What follows belongs to an exercise in optimizing a design on an open flow for small area, a short achievable clock period and few clock cycles; a production flow would make more cautious choices.
In this exercise RTL edits were held to simulation tests only and were not proved equivalent to the original.
Power figures rest on the tool's default switching activity, not on a simulated workload.

==> flow/design.v (excerpt) <==
module esp32_frame_link (
    input  wire        clk,
    input  wire        rst,
    input  wire        rx_valid,
    input  wire [7:0]  rx_data,
    output wire        rx_ready,
    output wire        msg_valid,
    input  wire        msg_ready,
    output wire [7:0]  msg_data,
    output wire        msg_first,
    output wire        msg_last,
    output wire        rx_idle,
    output wire [31:0] cnt_msg,
    output wire [31:0] cnt_cobs_err,
    output wire [31:0] cnt_short,
    output wire [31:0] cnt_crc_err,
    output wire [31:0] cnt_acc_ovf,
    input  wire        tx_valid,
    input  wire [7:0]  tx_data,
    input  wire        tx_last,
    output wire        tx_ready,
    output wire        wire_valid,
    input  wire        wire_ready,
    output wire [7:0]  wire_data
);
For scale: about 3700 cells after synthesis, about 1400 flip-flops, about 0.058 sq mm of cells after synthesis.
==> flow/config.mk <==
export PLATFORM = sky130hd
export DESIGN_NAME = esp32_frame_link
export DESIGN_NICKNAME = esp32_frame_link
export VERILOG_FILES = /design/flow/design.v
export SDC_FILE = /design/flow/constraint.sdc
export NUM_CORES = 4
export LEC_CHECK = 0
export CAP_MARGIN = 20
export CORE_MARGIN = 2
export CORE_UTILIZATION = 40
export SLEW_MARGIN = 20
==> flow/constraint.sdc <==
create_clock -name core_clock -period 10.0 [get_ports {clk}]
set_input_delay 2.0000 -clock core_clock [delete_from_list [all_inputs] [get_ports {clk}]]
set_output_delay 2.0000 -clock core_clock [all_outputs]
set_load 0.01 [all_outputs]
standard.sh (not shown) runs the stock make flow with config.mk's settings and CLKGATE_MAP_FILE= SYNTH_SCRIPT=/design/flow/synth_recipe.tcl, a recipe that flattens the netlist after the stock synthesis.
==> flow/flow/run.sh <==
#!/bin/bash
set -o pipefail
export SETUP_SLACK_MARGIN=7.0
bash standard.sh > flow_standard.log 2>&1
Testbench counts at the start, summed over its fixed seeds: cycles 32,866.
Then changed:
- CORE_UTILIZATION: 40 -> 65
- CTS_BUF_LIST: not set -> sky130_fd_sc_hd__clkbuf_8
- CTS_CLUSTER_SIZE: not set -> 16
=>
- global-route usage grows by 11 points
- non-clock buffer count shrinks by 2
- final area shrinks by 2.7%
- routed wire length shrinks by 1.5%
- clock power shrinks by 18%

========
Setup of lane 1:
Another version of the RTL of esp32_frame_link (not shown whole).
Size in the first run: about 3700 cells after synthesis, ~1400 flip-flops, roughly 210 I/O pins.
clock: 10.0 ns
lec_check: 0
cap_margin: 20
core_margin: 2
core_utilization: 65
cts_buf_list: sky130_fd_sc_hd__clkbuf_8
cts_cluster_diameter: 150
cts_cluster_size: 14
slew_margin: 20
==> flow/flow/run.sh <==
#!/bin/bash
set -o pipefail
export SETUP_SLACK_MARGIN=6.3
bash standard.sh > flow_standard.log 2>&1
Lane 1 finished every stage and its layout cleared the timing, DRC and antenna checks.
Testbench counts of lane 1, summed over its fixed seeds: cycles 32,702.
> inputs changed (lane 1 -> lane 2)
==> flow/flow/run.sh <==
#!/bin/bash
set -o pipefail
export SETUP_SLACK_MARGIN=6.6
bash standard.sh > flow_standard.log 2>&1
### Flow results
Lane 2 completed end to end with timing, DRC and antenna clean. When lane 2 is measured against lane 1, its layout overhead on the synthesized area turns out 2.2 points higher. Going from lane 1 to lane 2, clock buffer count shrinks by 0.91%. Where cell area is concerned, lane 1 is better than lane 2. Re routed wire length: lane 2 is about 1.5% up on lane 1. The run showing the smaller number of logic stages on the critical path including buffering is lane 2. Lane 1 ended up with u_tx.wd[6] as its end point of the critical path; lane 2 ended up with u_tx.mem[58][0]. Internal power component in lane 2 is 0.85% above lane 1.

========
esp32_frame_link, a different RTL version from the one above (not shown whole).
Size in the first run: ~3800 cells after synthesis, roughly 1400 flip-flops, roughly 57000 µm² of cells after synthesis.
==> flow/config.mk <==
export PLATFORM = sky130hd
export DESIGN_NAME = esp32_frame_link
export DESIGN_NICKNAME = esp32_frame_link
export VERILOG_FILES = /design/flow/design.v
export SDC_FILE = /design/flow/constraint.sdc
export NUM_CORES = 4
export LEC_CHECK = 0
export CAP_MARGIN = 20
export CORE_MARGIN = 2
export CORE_UTILIZATION = 76
export CTS_BUF_LIST = sky130_fd_sc_hd__clkbuf_8
export CTS_CLUSTER_DIAMETER = 150
export CTS_CLUSTER_SIZE = 14
export SLEW_MARGIN = 20
==> flow/constraint.sdc <==
create_clock -name core_clock -period 10.0 [get_ports {clk}]
set_input_delay 2.0000 -clock core_clock [delete_from_list [all_inputs] [get_ports {clk}]]
set_output_delay 2.0000 -clock core_clock [all_outputs]
set_load 0.01 [all_outputs]
==> flow/flow/run.sh <==
#!/bin/bash
set -o pipefail
export SETUP_SLACK_MARGIN=6.7
bash standard.sh > flow_standard.log 2>&1
The baseline finished with timing, DRC and antenna clean.
Testbench counts at the start, summed over its fixed seeds: cycles 32,702.
==> next run, changes <==
==> flow/flow/run.sh (replaced) <==
#!/bin/bash
set -o pipefail
export SETUP_SLACK_MARGIN=6.5
bash standard.sh > flow_standard.log 2>&1
--- a/flow/config.mk
+++ b/flow/config.mk
@@ -9,3 +9,3 @@
 export CORE_MARGIN = 2
-export CORE_UTILIZATION = 76
+export CORE_UTILIZATION = 65
 export CTS_BUF_LIST = sky130_fd_sc_hd__clkbuf_8
Effect: The new run completed with no timing, DRC or antenna violations; register-to-register slack got worse by 0.14 ns; non-clock buffer count shrinks by 178; die area grows by 17%; clock-buffer cell count shrinks by 2; synthesized area is unchanged.

what the ideal ports hide:
In the flow no input, the clock included, has a driving cell. The finished layouts below were timed again as built, in two steps.
Step 1 (the two cells are an assumption about what drives the block):
set clk [get_ports {clk}]
set_driving_cell -lib_cell sky130_fd_sc_hd__clkbuf_16 $clk
set_driving_cell -lib_cell sky130_fd_sc_hd__buf_2 [delete_from_list [all_inputs] $clk]
Step 2 also shifts input and output timing later by t, the mid clock arrival at the registers, as if the neighbouring blocks saw the same clock.
Slacks: ideal / step 1 / step 2; pairs: ideal / step 1.
run	t, ns	setup slack, ns	slew at the worst register clock pin (ns)	cell pins on the clock port's net
the first run of note 1	0.835	6.458 / 6.377 / 6.049	0.07 / 0.07	1
the second run of note 1	0.939	6.518 / 6.446 / 6.052	0.07 / 0.07	1
lane 1	0.862	6.322 / 6.318 / 5.505	0.10 / 0.10	1
lane 2	0.849	6.515 / 6.515 / 5.799	0.10 / 0.10	1
the first run of note 3	0.836	6.616 / 6.616 / 5.963	0.10 / 0.10	1
the second run of note 3	0.847	6.473 / 6.473 / 5.643	0.10 / 0.10	1
After both steps every run listed still meets setup and hold. The setup slack of the second run of note 3, which loses most, moves by 0.000 ns with the drivers and by -0.830 ns with both steps.
